What follows belongs to an exercise in optimizing a design on an open flow for small area, a short achievable clock period and few clock cycles; a production flow would make more cautious choices.
At most, simulation tests tie the RTL to the original design; equivalence was not proved.
No activity file was given, so power comes from the tool's default toggle rates.

Setup of TR:
Design pae_a_encoder, start of the top module:
module pae_a_encoder (
    input  wire       clk,
    input  wire       rst,
    input  wire       start,
    input  wire [3:0] cfg_width,
    input  wire       cfg_swap,
    input  wire [1:0] cfg_mode,
    output wire       busy,
    output wire       done,
    input  wire       in_valid,
    input  wire [7:0] in_data,
    output wire       in_ready,
    output wire       out_valid,
    output wire [7:0] out_data,
    input  wire       out_ready
);
    reg        act;             
    reg        dn;              
    reg [3:0]  wm1;             
    reg [1:0]  md;
    reg        plane;
    reg        first;           
    reg        fin;             
    reg [2:0]  ca;              
    reg [3:0]  cb, cc;
    reg        last;            
    reg [7:0]  ib, ib2;
    reg        ibv, ib2v;
    reg        rle;             
    reg [12:0] m;               
    reg [1:0]  ph;              
  ...
Size in the first run: ~840 cells after synthesis, ~89 flip-flops, ~32 I/O pins, about 7200 sq um of cells after synthesis.
export LEC_CHECK = 0
export CAP_MARGIN = 20
export CORE_MARGIN = 2
export CORE_UTILIZATION = 40
export PLACE_DENSITY = 0.6
export SETUP_SLACK_MARGIN = 3.0
export SLEW_MARGIN = 20
create_clock -name core_clock -period 7.0 [get_ports {clk}]
run.sh (not shown) runs the stock make flow with config.mk's settings and CLKGATE_MAP_FILE= SYNTH_SCRIPT=/design/flow/synth_recipe.tcl, a recipe that flattens the netlist after the stock synthesis.
#### Input delta (MS over TR)
diff --git a/flow/design.v b/flow/design.v
--- a/flow/design.v
+++ b/flow/design.v
@@ -18,17 +18,16 @@
     reg        dn;              
     reg [3:0]  wm1;             
     reg [1:0]  md;
     reg        plane;
     reg        first;           
     reg        fin;             
     reg [2:0]  ca;              
     reg [3:0]  cb, cc;
-    reg        last;            
     reg [7:0]  ib, ib2;
     reg        ibv, ib2v;
     reg        rle;             
     reg [12:0] m;               
     reg [1:0]  ph;              
     reg [7:0]  chk;
     reg [3:0]  cln;
     reg        cv;
@@ -37,16 +36,17 @@
     assign busy      = act;
     assign done      = dn;
     assign out_valid = lvl[3];
     assign out_data  = acc[14:7];
     assign in_ready  = act && !ib2v;
     wire [1:0] p0 = ib[7:6], p1 = ib[5:4], p2 = ib[3:2], p3 = ib[1:0];
     wire z0 = (p0 == 2'd0), z1 = (p1 == 2'd0), z2 = (p2 == 2'd0), z3 = (p3 == 2'd0);
     wire allz = z0 & z1 & z2 & z3;
+    wire last = (ca == 3'd0) && (cb == 4'd0) && (cc == 4'd0);
     wire [2:0] lz = !z0 ? 3'd0 : !z1 ? 3'd1 : !z2 ? 3'd2 : !z3 ? 3'd3 : 3'd4;
     wire [10:0] mh = m[12:2];
     reg  [10:0] mhi;
     reg         all1;
     integer j;
     always @(*) begin
         all1 = 1'b1;
         for (j = 0; j < 11; j = j + 1) begin
@@ -198,16 +198,33 @@
     always @(posedge clk) begin
         if (rst) begin
             act  <= 1'b0;
             dn   <= 1'b0;
             lvl  <= 4'd0;
             ibv  <= 1'b0;
             ib2v <= 1'b0;
             cv   <= 1'b0;
+        end else if (start && !act) begin
+            act   <= 1'b1;
+            dn    <= 1'b0;
+            wm1   <= cfg_width - 4'd1;
+            md    <= cfg_mode;
+            ca    <= 3'd7;
+            cb    <= cfg_width - 4'd1;
+            cc    <= cfg_width - 4'd1;
+            plane <= 1'b0;
+            first <= 1'b1;
+            fin   <= 1'b0;
+            ph    <= 2'd0;
+            ibv   <= 1'b0;
+            ib2v  <= 1'b0;
+            cv    <= 1'b0;
+            acc   <= {cfg_width, cfg_width, cfg_swap, 6'd0};
+            lvl   <= 4'd9;
         end else begin
             dn <= 1'b0;
             if (act) begin
                 if (take) begin
                     if (ib2v) begin
                         ib   <= ib2;
                         ib2v <= 1'b0;
                     end else if (in_valid && in_ready) begin
@@ -243,17 +260,16 @@
                         if (zero_st) begin
                             m <= mp;
                         end else begin
                             rle <= z3;
                             m   <= (!z3) ? 13'd1 : (!z2) ? 13'd2 : (!z1) ? 13'd3 :
                                    (!z0) ? 13'd4 : 13'd5;
                         end
                         ca <= ca - 3'd1;
-                        last <= (ca == 3'd1) && (cb == 4'd0) && (cc == 4'd0);
                         if (ca == 3'd0) begin
                             cb <= cb - 4'd1;
                             if (cb == 4'd0) begin
                                 cb <= wm1;
                                 cc <= cc - 4'd1;
                                 if (cc == 4'd0) cc <= wm1;
                             end
                         end
@@ -274,26 +290,11 @@
                         ph <= 2'd3;
                     end
                 end
                 if (fl && lvl_n == 4'd0) begin
                     act <= 1'b0;
                     dn  <= 1'b1;
                 end
             end
-            if (start && !act) begin
-                act   <= 1'b1;
-                wm1   <= cfg_width - 4'd1;
-                md    <= cfg_mode;
-                ca    <= 3'd7;
-                cb    <= cfg_width - 4'd1;
-                cc    <= cfg_width - 4'd1;
-                last  <= 1'b0;
-                plane <= 1'b0;
-                first <= 1'b1;
-                fin   <= 1'b0;
-                ph    <= 2'd0;
-                acc   <= {cfg_width, cfg_width, cfg_swap, 6'd0};
-                lvl   <= 4'd9;
-            end
         end
     end
 endmodule
### Flow results
Compared with TR, MS ends up with less cell area. Compared with TR, MS shows power per cell area that has gone up slightly. Per the comparison of MS with TR, adder-cell share of the synthesized area roughly the same, fmax higher. NOTE: global-route usage in MS exceeds that of TR. The initial core utilization on MS is in line with that on TR.
Testbench counts of MS, summed over its fixed seeds: cycles 57,578.
No functional check of the RTL was part of TR.

-- what the ideal ports hide --
Ports are ideal in the flow. The routed layouts listed here were re-timed in OpenROAD. Step 1 assumes that a clkbuf_16 drives the clock port and a buf_2 every other input. Step 2, shift: input delay + t, output delay - t, t = (earliest + latest rising clock arrival at the registers) / 2. This alone moves slack from input paths to output paths. Slacks: ideal ports / drivers / drivers and shift; pairs: ideal ports / drivers.
| run | t, ns | setup WS [ns] | worst hold slack (ns) |
|---|---|---|---|
| TR | 0.391 | 3.073 / 3.073 / 2.925 | 0.551 / 0.551 / 0.551 |
| MS | 0.396 | 3.171 / 3.171 / 3.029 | 0.517 / 0.517 / 0.517 |
After both steps every run listed still meets setup and hold. For TR, which loses most, drivers alone change the setup slack by 0.000 ns; drivers and shift together by -0.148 ns.
